Source: an optimization exercise on an open RTL-to-GDS flow (aim: small area and few clock cycles). Production flows keep margins and buffers that such runs may drop. Only simulation tests tie the RTL to the original design; equivalence was not proved. Power is estimated from default activity; no workload was simulated.

==> flow/design.v <==
module crc_ccitt_table (
    input  wire [7:0]  idx,
    output wire [15:0] val
);
    wire [7:0] t = idx ^ {4'd0, idx[7:4]};
    assign val = {t[3:0], 12'd0} ^ {3'd0, t, 5'd0} ^ {8'd0, t};
endmodule
module crc_ccitt_byte (
    input  wire [15:0] crc_in,
    input  wire [7:0]  data,
    output wire [15:0] crc_out
);
    wire [7:0] x = crc_in[15:8] ^ data;
    wire [7:0] t = x ^ {4'd0, x[7:4]};
    assign crc_out = {crc_in[7:0], 8'h00} ^ {t[3:0], 12'd0} ^ {3'd0, t, 5'd0} ^ {8'd0, t};
endmodule
module frame_builder (
    input  wire       clk,
    input  wire       rst,
    input  wire       bld_start,
    input  wire       bld_seq,
    input  wire [9:0] bld_size,
    output wire       bld_ready,
    input  wire       src_valid,
    input  wire [7:0] src_data,
    output wire       src_ready,
    output wire       tx_valid,
    output reg  [7:0] tx_data,
    output wire       tx_last,
    input  wire       tx_ready
);
    localparam [7:0] SOF = 8'h01;
    reg  [9:0] idx;
    reg        seq;
    reg  [9:0] rem;
    reg [15:0] crc;
    wire        idle       = (idx == 10'd0);
    wire        in_header  = (idx[9:2] == 8'd0);
    wire        in_payload = !in_header && (rem != 10'd0);
    wire        is_crc     = (idx == 10'd1023);
    wire        fire       = tx_valid && tx_ready;
    wire [15:0] crc_next;
    always @(*) begin
        if (in_header) begin
            case (idx[1:0])
                2'd0:    tx_data = SOF;
                2'd1:    tx_data = {7'd0, seq};
                2'd2:    tx_data = rem[7:0];
                default: tx_data = {6'd0, rem[9:8]};
            endcase
        end else if (in_payload)
            tx_data = src_data;
        else if (is_crc)
            tx_data = crc[15:8] ^ crc[7:0];
        else
            tx_data = 8'h00;
    end
    assign bld_ready = idle && tx_ready;
    assign tx_valid  = idle ? bld_start : (in_payload ? src_valid : 1'b1);
    assign src_ready = in_payload && tx_ready;
    assign tx_last   = is_crc;
    crc_ccitt_byte u_crc (
        .crc_in  (crc),
        .data    (tx_data),
        .crc_out (crc_next)
    );
    always @(posedge clk) begin
        if (rst)
            idx <= 10'd0;
        else if (fire)
            idx <= idx + 10'd1;
    end
    always @(posedge clk) begin
        if (idle) begin
            seq <= bld_seq;
            rem <= bld_size;
            crc <= 16'h1021;               
        end else if (fire) begin
            crc <= crc_next;
            if (in_payload)
                rem <= rem - 10'd1;
        end
    end
endmodule
module frame_receiver (
    input  wire        clk,
    input  wire        rst,
    input  wire        rx_valid,
    input  wire [7:0]  rx_data,
    input  wire        rx_clear,
    output wire        ctl_valid,
    output wire [1:0]  ctl_code,
    output wire        pay_valid,
    output wire [7:0]  pay_data,
    output wire        frm_valid,
    output wire        frm_ok,
    output wire        frm_seq,
    output wire [15:0] frm_size
);
    localparam [7:0] SOF = 8'h01;
    localparam [9:0] IDLE = 10'd1020;
    localparam [9:0] LAST = 10'd1019;
    reg  [9:0] pos;
    reg        seq;
    reg [15:0] size;
    reg [15:0] crc;
    wire        take    = rx_valid && !rx_clear;
    wire        idle    = (pos == IDLE);
    wire        is_last = (pos == LAST);
    wire        in_data = (pos < LAST);
    wire [15:0] crc_next;
    crc_ccitt_byte u_crc (
        .crc_in  (crc),
        .data    (rx_data),
        .crc_out (crc_next)
    );
    assign ctl_valid = take && idle && (rx_data[7:2] == 6'b000001);
    assign ctl_code  = rx_data[1:0];
    assign pay_valid = take && in_data && ({6'd0, pos} < size);
    assign pay_data  = rx_data;
    assign frm_valid = take && is_last;
    assign frm_ok    = ((crc[15:8] ^ crc[7:0]) == rx_data);
    assign frm_seq   = seq;
    assign frm_size  = size;
    always @(posedge clk) begin
        if (rst || rx_clear)
            pos <= IDLE;
        else if (take && (!idle || rx_data == SOF))
            pos <= pos + 10'd1;
    end
    always @(posedge clk) begin
        if (pos == 10'd1021)
            seq <= rx_data[0];
        if (pos == 10'd1022)
            size[7:0] <= rx_data;
        if (pos == 10'd1023)
            size[15:8] <= rx_data;
        if (idle)
            crc <= 16'h1021;               
        else if (take)
            crc <= crc_next;
    end
endmodule
module frame_codec (
    input  wire        clk,
    input  wire        rst,
    input  wire        bld_start,
    input  wire        bld_seq,
    input  wire [9:0]  bld_size,
    output wire        bld_ready,
    input  wire        src_valid,
    input  wire [7:0]  src_data,
    output wire        src_ready,
    output wire        tx_valid,
    output wire [7:0]  tx_data,
    output wire        tx_last,
    input  wire        tx_ready,
    input  wire        rx_valid,
    input  wire [7:0]  rx_data,
    input  wire        rx_clear,
    output wire        ctl_valid,
    output wire [1:0]  ctl_code,
    output wire        pay_valid,
    output wire [7:0]  pay_data,
    output wire        frm_valid,
    output wire        frm_ok,
    output wire        frm_seq,
    output wire [15:0] frm_size
);
    frame_builder u_builder (
        .clk       (clk),
        .rst       (rst),
        .bld_start (bld_start),
        .bld_seq   (bld_seq),
        .bld_size  (bld_size),
        .bld_ready (bld_ready),
        .src_valid (src_valid),
        .src_data  (src_data),
        .src_ready (src_ready),
        .tx_valid  (tx_valid),
        .tx_data   (tx_data),
        .tx_last   (tx_last),
        .tx_ready  (tx_ready)
    );
    frame_receiver u_receiver (
        .clk       (clk),
        .rst       (rst),
        .rx_valid  (rx_valid),
        .rx_data   (rx_data),
        .rx_clear  (rx_clear),
        .ctl_valid (ctl_valid),
        .ctl_code  (ctl_code),
        .pay_valid (pay_valid),
        .pay_data  (pay_data),
        .frm_valid (frm_valid),
        .frm_ok    (frm_ok),
        .frm_seq   (frm_seq),
        .frm_size  (frm_size)
    );
endmodule
==> flow/run.sh <==
#!/bin/bash
# synth_recipe.tcl (not shown) runs the flow's synth.tcl, then flattens the netlist and writes it again
# the make line also repeats each setting of config.mk as NAME=value (left out here)
make -C /OpenROAD-flow-scripts/flow DESIGN_CONFIG=/design/flow/config.mk WORK_HOME=/design/flow/orfs CLKGATE_MAP_FILE= SYNTH_SCRIPT=/design/flow/synth_recipe.tcl finish
==> flow/config.mk <==
export PLATFORM = sky130hd
export DESIGN_NAME = frame_codec
export DESIGN_NICKNAME = frame_codec
export VERILOG_FILES = /design/flow/design.v
export SDC_FILE = /design/flow/constraint.sdc
export NUM_CORES = 4
export LEC_CHECK = 0
export CAP_MARGIN = 20
export CORE_MARGIN = 2
export CORE_UTILIZATION = 40
export SLEW_MARGIN = 20
==> flow/constraint.sdc <==
create_clock -name core_clock -period 10.0 [get_ports {clk}]
set_input_delay 2.0000 -clock core_clock [delete_from_list [all_inputs] [get_ports {clk}]]
set_output_delay 2.0000 -clock core_clock [all_outputs]
set_load 0.01 [all_outputs]
==> results of run 1 <==
[flip-flops by register name, summed over array words and instances, names as in the netlist]
| signal | count |
|---|---|
| u_builder.seq | 1 |
| u_builder.rem | 10 |
| u_receiver.pos | 10 |
| u_receiver.seq | 1 |
| u_receiver.crc | 16 |
| u_receiver.size | 16 |
| u_builder.idx | 10 |
| u_builder.crc | 16 |
[final cells by class]
class                           instances  area [µm²]
Tap cell                              143         179
Timing Repair Buffer                   78         776
Inverter                               18        67.6
Fill cell                            1088        5610
Sequential cell                        80        1880
Clock inverter                          7         103
Multi-Input combinational cell        396        2520
Clock buffer                            9         225
[per-stage QoR]
step	instance area (µm²)	utilization	instances	hold slack, ns
floorplan	4650	-	529	0.443
global placement	5430	0.477	715	0.459
detailed placement	5430	0.477	715	0.462
CTS	5760	0.506	731	0.468
global route	5760	0.506	731	0.508
finish	5760	0.506	731	0.467
[critical path, delay by kind of cell]
family	cells	cell delay [ns]
and+or+nand+nor	5	1.10
AOI/OAI and AO/OA	1	0.51
buffers and inverters	2	1.11
[cell usage after synthesis (all sizes together)]
cell / number / area (µm²)
a221oi: 2 / 35.0
o211ai: 6 / 45.0
or3: 8 / 50.1
nand3b: 2 / 15.0
nor2b: 4 / 25.0
a32o: 1 / 10.0
o21ai: 33 / 165
o21bai: 1 / 7.51
or4: 2 / 15.0
a32oi: 3 / 26.3
inv: 18 / 67.6
dfxtp: 52 / 1040
nand2b: 2 / 12.5
o31ai: 3 / 22.5
o221ai: 2 / 17.5
a21o: 7 / 52.6
a22o: 1 / 8.76
nor4: 6 / 37.5
a211oi: 9 / 67.6
nand4: 7 / 43.8
a31oi: 1 / 6.26
and2: 4 / 27.5
xnor2: 41 / 359
buf: 13 / 90.1
nand2: 58 / 218
clkbuf: 22 / 82.6
or4b: 1 / 10.0
o21a: 1 / 7.51
a41oi: 1 / 8.76
nor2: 43 / 164
a21boi: 3 / 22.5
mux2i: 3 / 30.0
and4: 1 / 8.76
and3: 15 / 93.8
xor2: 33 / 289
ha: 19 / 238
nand3: 16 / 80.1
a21oi: 43 / 215
o22a: 1 / 8.76
edfxtp: 28 / 841
nor3: 13 / 81.3
[power breakdown]
group	switching [mW]	total, mW	internal (mW)	leakage (nW)
Sequential	0.0210	0.375	0.354	0.687
Clock	0.139	0.361	0.222	0.158
Combinational	0.0662	0.125	0.0584	1.32
[logic make-up after synthesis]
logic type	count (synthesis)
compound gates	118
xor+xnor	74
fa+ha+maj	19
buf+inv	53
flops	80
mux	3
simple gates	182
[routing by layer]
metal / track usage / vias up / part of all wire
li1: - / 1955 / -
met3: 0.0294 / 12 / 0.033
met2: 0.293 / 80 / 0.46
met1: 0.256 / 1809 / 0.49
met5: 0 / - / 0
met4: 0.0667 / 0 / 0.015
[worst max path at each step]
stage                     slack (ns)         to       start  cells past startpoint
after floorplan                 4.55  frm_valid  rx_data[6]                      6
after global placement          3.35  frm_valid  rx_data[5]                      8
after detailed placement        3.28  frm_valid  rx_data[5]                      8
after CTS                       3.30  frm_valid  rx_data[5]                      8
after global routing            3.10  frm_valid  rx_data[5]                      8
final                           3.28  frm_valid  rx_data[5]                      8
==> summary.txt, run 1 <==
----------------------------------------------------
[Setup path]
  Launch instance of the worst register-to-register path ... u_builder.rem[0]$_DFFE_PP_
  WP data arrival ... 4.72 ns
  List of cells traversed by the critical path ... clkdlybuf4s50_1 > or4_1 > nor2_1 > nand3_1 > a41oi_1 > nand2_1 > nor3_1 > clkdlybuf4s50_1
  Setup slack of the most critical reg-to-reg path ... 6.37 ns
  End of the worst register-to-register path ... u_builder.idx[4]$_SDFFE_PP0P_
  Kind of end point of the critical path ... output pin
  Longest individual stage delay on the worst path ... 0.58 ns
  Crit Path Class ... in -> out
  Worst Reg-to-Reg Cells ... 10
  Library cell contributing the largest single delay on the critical path ... sky130_fd_sc_hd__clkdlybuf4s50_1
  CP startpoint kind ... input pin
  Crit-path most repeated cell ... sky130_fd_sc_hd__clkdlybuf4s50_1
  Worst Path Max Fanout ... 6
  Required arrival time at the worst endpoint ... 8.00 ns

[Worst hold path]
  WHS Path Cells ... 2
  WHS Endpoint ... u_receiver.crc[13]$_SDFFE_PP0P_
  Type of the worst min-delay path ... reg -> reg
  Critical hold path startpoint ... u_receiver.crc[13]$_SDFFE_PP0P_

[CTS]
  Number of buffers created by CTS ... 9
  Buffer depth of the longest clock path ... 2
  CTS Hold Buffers Added ... 0
  Root buf cell ... sky130_fd_sc_hd__clkbuf_16
  CTS tree ... yes
  Cells resized by post-CTS repair ... 0
  Clock edge transition at the registers on the reported setup and hold paths ... approximately 0.060 ns
  Post CTS Setup Buffer Count ... 0
  Number of clock sinks ... 80
  Clock insertion delay at the later pin of the skew report ... 0.34 ns
  H-tree level count ... 3

[Finish]
  Most common library cell in the layout ignoring fill and taps ... sky130_fd_sc_hd__clkdlybuf4s50_1
  Final antenna diode count ... 0
  Share of post-route cells with drive strength above 1 ... 0.0391
  Layout Area Growth over Synthesis ... 23.9%
  Total Nets Final ... 636
  Most used cells in the layout excluding fill and tap cells ... sky130_fd_sc_hd__clkdlybuf4s50_1, sky130_fd_sc_hd__nand2_1, sky130_fd_sc_hd__dfxtp_1, sky130_fd_sc_hd__a21oi_1, sky130_fd_sc_hd__nor2_1

[Timing]
  Final setup skew ... 0.00896 ns
  Unrepaired setup endpoints after global routing ... no
  Final Critical Period ... roughly 6.7 ns
  Number of failing hold endpoints at the final stage ... 0
  Worst-case setup margin in the final layout ... between 3 and 4 ns
  Setup TNS Final ... 0 ns
  Total of endpoints with negative setup slack in the final report ... 0
  Final-report max-slew violation count ... 0
  Final worst-path cycle share ... 0.672
  Slew at the pin with the worst max-slew slack ... 0.856 ns
  Slew margin rel. ... 0.429
  Maximum clock frequency ... about 0.15 GHz

[Logic synthesis]
  Adder-cell area share of the yosys netlist ... 0.0512
  Yosys Warn Count ... 2
  Flop and latch count out of synthesis ... 80
  Post-Syn Nets ... 582
  Mapped Cells ... 529
  Fraction of the mapped netlist area in simple logic gates ... 0.190
  Per-instance average area after synthesis ... 8.78 µm²
  Area of the mapped netlist ... 4650 µm²
  Sequential element share of the synthesized area ... 0.405
  Cell variety after synth ... 48
  Largest family of logic cells by synthesized area ... simple AND/OR/NAND/NOR gates
  Post-synthesis share of cell area spent on xor and xnor gates ... 0.139
  Share of synthesized area spent on multiplexers ... 0.00646
  Share of the synthesized area in compound gates (AO/OA/AOI/OAI) ... 0.156

[Routing]
  DRT Pass-1 Iters ... 4
  Vias after detailed routing ... 3,856
  Number of DRC violations after detailed routing ... 0
  Starting DRT DRC Count ... 210
  Routed length per placed instance ... between 15 and 20 µm
  Via-to-Cell Ratio ... 5.27
  Routed wire length ... 11,200 µm
  Residual antenna-violating net count after detailed routing ... 0

[Global routing]
  Initial antenna violation count ... 0
  Via count of the first global-routing pass ... roughly 3,800
  Largest net degree at the start of global routing ... 30
  Total congestion overflow after global routing ... 0
  Total global routing track utilization ... 0.185
  Wire length of the first global-routing pass ... 18,800 µm

[Floorplanning]
  Initial Utilization ... 0.409
  Die span in x ... between 100 and 150 µm
  Vertical extent of the die ... 112 µm
  DIE AREA ... 12,500 µm²
  Core box area ... 11,400 µm²
  Number of I/O pins ... 77
  # rows ... 39

[Outcome]
  Run status ... no timing/DRC/antenna violations

[Placed design]
  Worst slack after detailed placement ... 3.28 ns
  HPWL reported at the end of detailed placement ... between 8000 and 9000 µm
  Routability cong. ... 0.881
  Number of port buffers ... 76

[Power]
  Power density over the cells ... 149 nW/µm²
  Total Power Consumption ... between 800 and 900 µW
  Peak ir drop on the vdd network ... 92.8 µV
  Leak Pwr ... roughly 2.2 nW

[Flow run]
  Number of violations of the max-capacitance limit ... 0

----------------------------------------------------
Testbench counts, summed over its fixed seeds: cycles 60,416.
==> run 2, diff against run 1 <==
--- a/flow/design.v
+++ b/flow/design.v
@@ -8,10 +8,12 @@
 module crc_ccitt_byte (
     input  wire [15:0] crc_in,
     input  wire [7:0]  data,
-    output wire [15:0] crc_out
-);
-    wire [7:0] x = crc_in[15:8] ^ data;
-    wire [7:0] t = x ^ {4'd0, x[7:4]};
+    output wire [15:0] crc_out,
+    output wire [7:0]  x
+);
+    wire [7:0] t;
+    assign x = crc_in[15:8] ^ data;
+    assign t = x ^ {4'd0, x[7:4]};
     assign crc_out = {crc_in[7:0], 8'h00} ^ {t[3:0], 12'd0} ^ {3'd0, t, 5'd0} ^ {8'd0, t};
 endmodule
 module frame_builder (
@@ -30,25 +32,32 @@
     input  wire       tx_ready
 );
     localparam [7:0] SOF = 8'h01;
-    reg  [9:0] idx;
-    reg        seq;
+    reg  [9:0] pos;
     reg  [9:0] rem;
     reg [15:0] crc;
-    wire        idle       = (idx == 10'd0);
-    wire        in_header  = (idx[9:2] == 8'd0);
+    wire        low_zero   = (pos[8:0] == 9'd0);
+    wire  [9:0] pos_next   = {pos[8:0], pos[9] ^ pos[6] ^ low_zero};
+    wire        idle       = low_zero && !pos[9];
+    wire        is_crc     = low_zero && pos[9];
+    wire        is_seq     = (pos == 10'h001);
+    wire        is_size_lo = (pos == 10'h002);
+    wire        is_size_hi = (pos == 10'h004);
+    wire        in_header  = idle || is_seq || is_size_lo || is_size_hi;
     wire        in_payload = !in_header && (rem != 10'd0);
-    wire        is_crc     = (idx == 10'd1023);
     wire        fire       = tx_valid && tx_ready;
     wire [15:0] crc_next;
+    localparam [15:0] CRC_SEQ0 = 16'h3331;
+    localparam [15:0] CRC_SEQ1 = 16'h2310;
     always @(*) begin
-        if (in_header) begin
-            case (idx[1:0])
-                2'd0:    tx_data = SOF;
-                2'd1:    tx_data = {7'd0, seq};
-                2'd2:    tx_data = rem[7:0];
-                default: tx_data = {6'd0, rem[9:8]};
-            endcase
-        end else if (in_payload)
+        if (idle)
+            tx_data = SOF;
+        else if (is_seq)
+            tx_data = {7'd0, ~crc[0]};
+        else if (is_size_lo)
+            tx_data = rem[7:0];
+        else if (is_size_hi)
+            tx_data = {6'd0, rem[9:8]};
+        else if (in_payload)
             tx_data = src_data;
         else if (is_crc)
             tx_data = crc[15:8] ^ crc[7:0];
@@ -62,21 +71,22 @@
     crc_ccitt_byte u_crc (
         .crc_in  (crc),
         .data    (tx_data),
-        .crc_out (crc_next)
+        .crc_out (crc_next),
+        .x       ()
     );
     always @(posedge clk) begin
         if (rst)
-            idx <= 10'd0;
+            pos <= 10'd0;
         else if (fire)
-            idx <= idx + 10'd1;
+            pos <= pos_next;
     end
     always @(posedge clk) begin
         if (idle) begin
-            seq <= bld_seq;
             rem <= bld_size;
-            crc <= 16'h1021;               
+            crc <= bld_seq ? CRC_SEQ1 : CRC_SEQ0;
         end else if (fire) begin
-            crc <= crc_next;
+            if (!is_seq)
+                crc <= crc_next;
             if (in_payload)
                 rem <= rem - 10'd1;
         end
@@ -109,17 +119,19 @@
     wire        is_last = (pos == LAST);
     wire        in_data = (pos < LAST);
     wire [15:0] crc_next;
+    wire  [7:0] crc_x;           
     crc_ccitt_byte u_crc (
         .crc_in  (crc),
         .data    (rx_data),
-        .crc_out (crc_next)
+        .crc_out (crc_next),
+        .x       (crc_x)
     );
     assign ctl_valid = take && idle && (rx_data[7:2] == 6'b000001);
     assign ctl_code  = rx_data[1:0];
     assign pay_valid = take && in_data && ({6'd0, pos} < size);
     assign pay_data  = rx_data;
     assign frm_valid = take && is_last;
-    assign frm_ok    = ((crc[15:8] ^ crc[7:0]) == rx_data);
+    assign frm_ok    = (crc_x == crc[7:0]);    
     assign frm_seq   = seq;
     assign frm_size  = size;
     always @(posedge clk) begin
==> flow/flow/run.sh (new file) <==
#!/bin/bash
# Layout: the standard flow (standard.sh: ORFS synthesis, floorplan, power grid,
# placement, CTS, routing) with three changes:
#  - synthesis maps the logic with an area-oriented ABC script (flow/synth.tcl, flow/area.abc);
#  - ports are buffered with the smallest buffer, buf_1;
#  - the clock tree is built from clkbuf_8 cells, without dummy loads.
# make's output goes to make.log here; ORFS's per-step logs stay under orfs/logs.
set -euo pipefail
cd "$(dirname "$0")/.."
W=$PWD
export AREA_ABC_SCRIPT=$W/flow/area.abc
bash standard.sh \
  "SYNTH_SCRIPT=$W/flow/synth.tcl" \
  "AREA_ABC_SCRIPT=$W/flow/area.abc" \
  "BUFFER_PORTS_ARGS=-buffer_cell sky130_fd_sc_hd__buf_1" \
  "CTS_ARGS=-sink_clustering_enable -repair_clock_nets -dont_use_dummy_load -buf_list sky130_fd_sc_hd__clkbuf_8" \
  finish > make.log 2>&1
==> flow/flow/area.abc (new file) <==
strash
dch -f
amap
&get -n
&st
&dch -f
&nf -R 1000
&put
==> flow/flow/synth.tcl (new file) <==
# The standard synthesis (synth_recipe.tcl: ORFS synth.tcl without fsm and share, then
# flattened and renamed) with one change: the final ABC technology mapping runs the
# area-oriented script named by AREA_ABC_SCRIPT instead of ORFS's speed script. Registers are
# mapped before ABC runs, so they are the standard synthesis's.
proc synth {args} { yosys synth -nofsm -noshare {*}$args }
proc abc {args} {
  set i [lsearch -exact $args -script]
  if {$i >= 0} { lset args [expr {$i + 1}] $::env(AREA_ABC_SCRIPT) }
  yosys abc {*}$args
}
source $::env(SCRIPTS_DIR)/synth.tcl
# left out here: clear keep_hierarchy, flatten, clean up, hide names made inside functions, write 1_2_yosys.v
==> flow/standard.sh (new file) <==
#!/bin/bash
# synth_recipe.tcl (not shown) runs the flow's synth.tcl, then flattens the netlist and writes it again
# the make line also repeats each setting of config.mk as NAME=value (left out here)
make -C /OpenROAD-flow-scripts/flow DESIGN_CONFIG=/design/flow/config.mk WORK_HOME=/design/flow/orfs CLKGATE_MAP_FILE= SYNTH_SCRIPT=/design/flow/synth_recipe.tcl "${@:-finish}"
removed: flow/run.sh
==> run 2 against run 1 <==
Effect of this change: still clean on timing, DRC and antenna; via count shrank 15%; final area fell by 18%; hold slack gained 0.038 ns; global-route usage down 1.2 points; worst setup slack improved by 1.2 ns; sequential share of layout area is 10 points higher.
==> summary.txt, run 2 <==
----------------------------------------------------
[Logic synthesis]
  Area of the mapped netlist ... 4160 µm² (-10%)
  Share of synthesized area spent on multiplexers ... 0 (-0.00646)
  Top_reg_cell synth ... sky130_fd_sc_hd__edfxtp_1
  Post-synthesis share of cell area spent on xor and xnor gates ... 0.147 (+0.00776)
  Number of flops mapped to enable cells by yosys ... 43 (+54%)
  Cell variety after synth ... 38 (-21%)
  Area share of the largest cell type after synthesis ... 0.310 (+0.0861)
  Share of the synthesized area in compound gates (AO/OA/AOI/OAI) ... 0.111 (-0.0456)
  Adder-cell area share of the yosys netlist ... 0.0421 (-0.00909)
  Fraction of the mapped netlist area in simple logic gates ... 0.185 (-0.00473)
  Top cells by area, synth ... sky130_fd_sc_hd__edfxtp_1, sky130_fd_sc_hd__dfxtp_1, sky130_fd_sc_hd__xnor2_1
  Yosys Warn Count ... 2 (unchanged)
  Top cell types by occurrence after synthesis ... sky130_fd_sc_hd__nor2_1, sky130_fd_sc_hd__edfxtp_1, sky130_fd_sc_hd__nand2_1, sky130_fd_sc_hd__xnor2_1, sky130_fd_sc_hd__dfxtp_1
  Sequential element share of the synthesized area ... 0.483 (+0.0782)
  Largest area contributor in the synthesized netlist ... sky130_fd_sc_hd__edfxtp_1
  Mapped Cells ... 431 (-19%)
  Largest family of logic cells by synthesized area ... simple AND/OR/NAND/NOR gates
  Flop and latch count out of synthesis ... 79 (-1.3%)
  Asr flop ratio synth ... 0 (unchanged)
  Library cell with the highest instance count after synthesis ... sky130_fd_sc_hd__nor2_1
  Per-instance average area after synthesis ... 9.66 µm² (+10%)
  Post-Syn Nets ... 479 (-18%)

[CTS]
  Cells resized by post-CTS repair ... 0 (unchanged)
  CTS Hold Buffers Added ... 0 (unchanged)
  Buffer depth of the longest clock path ... 2 (unchanged)
  Clock edge transition at the registers on the reported setup and hold paths ... 0.07 ns (about the same)
  H-tree level count ... 3 (unchanged)
  Clock insertion delay at the later pin of the skew report ... 0.35 ns (about the same)
  Number of buffers created by CTS ... 9 (unchanged)
  Number of clock sinks ... 79 (-1.3%)
  Root buf cell ... sky130_fd_sc_hd__clkbuf_8
  Post CTS Setup Buffer Count ... 0 (unchanged)
  CTS tree ... yes

[Setup path]
  Crit Path Class ... reg -> out
  WP data arrival ... 3.49 ns (-1.23 ns)
  Required arrival time at the worst endpoint ... 8.00 ns (about the same)
  Kind of end point of the critical path ... output pin
  CP startpoint kind ... flip-flop
  Worst Path Max Fanout ... 18 (+12)

[Timing]
  Total of endpoints with negative setup slack in the final report ... 0 (unchanged)
  Maximum clock frequency ... 0.182 GHz (+22%)
  Slew margin rel. ... 0.347 (-0.0820)
  Setup TNS Final ... 0 ns (unchanged)
  Final-report max-slew violation count ... 0 (unchanged)
  Final setup skew ... 0.0324 ns (+0.0234 ns)
  Final worst-path cycle share ... 0.549 (-0.123)
  Unrepaired setup endpoints after global routing ... no
  Number of failing hold endpoints at the final stage ... 0 (unchanged)
  Slew at the pin with the worst max-slew slack ... 0.973 ns (+0.118 ns)
  Final Critical Period ... 5.49 ns (-1.23 ns)

[Placed design]
  Number of port buffers ... 76 (unchanged)
  Placed cell count ... 636 (-11%)
  Routability cong. ... 0.898 (+1.9%)
  HPWL reported at the end of detailed placement ... 7060 µm (-16%)

[Power]
  Power density over the cells ... 330 nW/µm² (+120%)
  Leak Pwr ... 1.65 nW (-24%)
  Peak ir drop on the vdd network ... 206 µV (+120%)

[Floorplanning]
  Vertical extent of the die ... 106 µm (-5.1%)
  # rows ... 37 (-5.1%)
  Core box area ... 10,200 µm² (-10%)
  Initial Utilization ... 0.407 (-0.00172)
  Die span in x ... 106 µm (-5.1%)
  DIE AREA ... 11,200 µm² (-10%)
  Number of I/O pins ... 77 (unchanged)

[Routing]
  DRT Pass-1 Iters ... 4 (unchanged)
  Via-to-Cell Ratio ... 5.09 (-3.6%)
  Routed wire length ... 9360 µm (-17%)
  Starting DRT DRC Count ... 192 (-8.6%)
  Number of DRC violations after detailed routing ... 0 (unchanged)
  Vias after detailed routing ... 3,281 (-15%)
  Routed length per placed instance ... 14.5 µm (-5.6%)
  Residual antenna-violating net count after detailed routing ... 0 (unchanged)

[Global routing]
  Wire length of the first global-routing pass ... 15,400 µm (-18%)
  Total global routing track utilization ... 0.173 (-0.0120)
  Total congestion overflow after global routing ... 0 (unchanged)
  Largest net degree at the start of global routing ... 23 (-23%)
  Initial antenna violation count ... 0 (unchanged)
  Via count of the first global-routing pass ... 3,207 (-15%)

[Finish]
  Most common library cell in the layout ignoring fill and taps ... sky130_fd_sc_hd__buf_1
  Layout Area Growth over Synthesis ... 13.0%
  Total Nets Final ... 559 (-12%)
  Most used cells in the layout excluding fill and tap cells ... sky130_fd_sc_hd__buf_1, sky130_fd_sc_hd__nor2_1, sky130_fd_sc_hd__edfxtp_1, sky130_fd_sc_hd__nand2_1, sky130_fd_sc_hd__xnor2_1
  Count of filler cells inserted in the layout ... 1,010 (-7.2%)
  Final antenna diode count ... 0 (unchanged)
  Regs by FF count ... u_builder.crc x16, u_receiver.crc x16, u_receiver.size x16
  Final cell count without fillers ... 645 (-12%)
  Share of post-route cells with drive strength above 1 ... 0.0295 (-0.00965)

[Worst hold path]
  Type of the worst min-delay path ... reg -> reg

[Flow run]
  Number of violations of the max-capacitance limit ... 0 (unchanged)

[Outcome]
  Run status ... no timing/DRC/antenna violations

----------------------------------------------------
-- run 2: power by group --
group | switching (mW) | internal, mW | total [mW]
Sequential | 0.0787 | 0.516 | 0.594
Combinational | 0.472 | 0.301 | 0.773
Clock | 0.103 | 0.0805 | 0.184
-- run 2: logic make-up after synthesis --
family	Yosys count
buffers and inverters	25
adders and majority gates	14
DFF	79
xor gates and xnor gates	70
AOI/OAI and AO/OA	80
and+or+nand+nor	163
-- run 2: final cells by class --
cell class | count | area, µm² | share of cell area
tap | 136 | 170 | 0.0362
timing repair buffer | 79 | 308 | 0.0654
sequential | 79 | 2010 | 0.427
inverter | 15 | 56.3 | 0.0120
clock buffer | 9 | 124 | 0.0263
multi-input combinational | 327 | 2040 | 0.433
-- run 2: worst max-delay path, stage by stage, from the launching register on --
cell and delay [ns]:
sky130_fd_sc_hd__dfxtp_1 0.32, sky130_fd_sc_hd__or4_1 0.58, sky130_fd_sc_hd__nor4_1 0.40, sky130_fd_sc_hd__nand2b_1 0.14, sky130_fd_sc_hd__nor3b_2 0.54, sky130_fd_sc_hd__nand2b_1 0.22, sky130_fd_sc_hd__nor3_2 0.15, sky130_fd_sc_hd__or3_1 0.40
sky130_fd_sc_hd__a21oi_1 0.23, sky130_fd_sc_hd__buf_1 0.18
-- run 2: layer usage --
metal / global-route usage / vias up / part of all wire
met3: 0.0405 / 12 / 0.038
li1: - / 1663 / -
met5: 0 / - / 0
met2: 0.271 / 58 / 0.47
met4: 0.0583 / 0 / 0.013
met1: 0.236 / 1548 / 0.48
-- run 2: final timing paths --
kind                                                       to  cells past startpoint                          start  slack (ns)
worst max-delay path                               tx_data[1]                      9  u_builder.pos[7]$_SDFFE_PP0P_        4.51
worst min-delay path            u_builder.pos[5]$_SDFFE_PP0P_                      2  u_builder.pos[5]$_SDFFE_PP0P_        0.51
worst max register to register     u_builder.crc[5]$_DFFE_PP_                     10  u_builder.pos[7]$_SDFFE_PP0P_        5.72
worst min register to register  u_builder.pos[5]$_SDFFE_PP0P_                      2  u_builder.pos[5]$_SDFFE_PP0P_        0.51
-- run 2: per-stage QoR --
step	total power [mW]	hold WS, ns	utilization	setup WS (ns)	cell area (µm²)
after floorplan	1.17	0.461	-	5.02	4160
after global routing	1.68	0.519	0.460	4.21	4710
after global placement	1.35	0.488	0.447	4.66	4580
final	1.55	0.505	0.460	4.51	4710
after CTS	1.56	0.506	0.460	4.15	4700
after detailed placement	1.37	0.496	0.447	4.54	4580
Testbench counts of run 2, summed over its fixed seeds: cycles 60,416.

## separate check: timing with driven ports
How much do the figures lean on ideal ports? The routed layouts below were timed once more, with nothing changed but the port constraints. Step 1 sets driving cells, clkbuf_16 on the clock port and buf_2 on the other inputs (assumed; they add their load-dependent delay and slew). Step 2 adds t to the input delays and takes it off the output delays; t is the mean of the earliest and latest rising clock arrival at the registers after step 1. Input paths then give back, and output paths get back, about the clock's delay inside the block. a / b / c = ideal / step 1 / step 2; a / b = the first two.
run | t, ns | setup slack, ns | hold WS [ns]
run 1 | 0.372 | 3.284 / 3.262 / 3.262 | 0.467 / 0.467 / 0.467
run 2 | 0.372 | 4.510 / 4.477 / 4.718 | 0.505 / 0.505 / 0.505
After both steps every run listed still meets setup and hold. For run 1, which loses most, drivers alone change the setup slack by -0.022 ns; drivers and shift together by -0.022 ns.
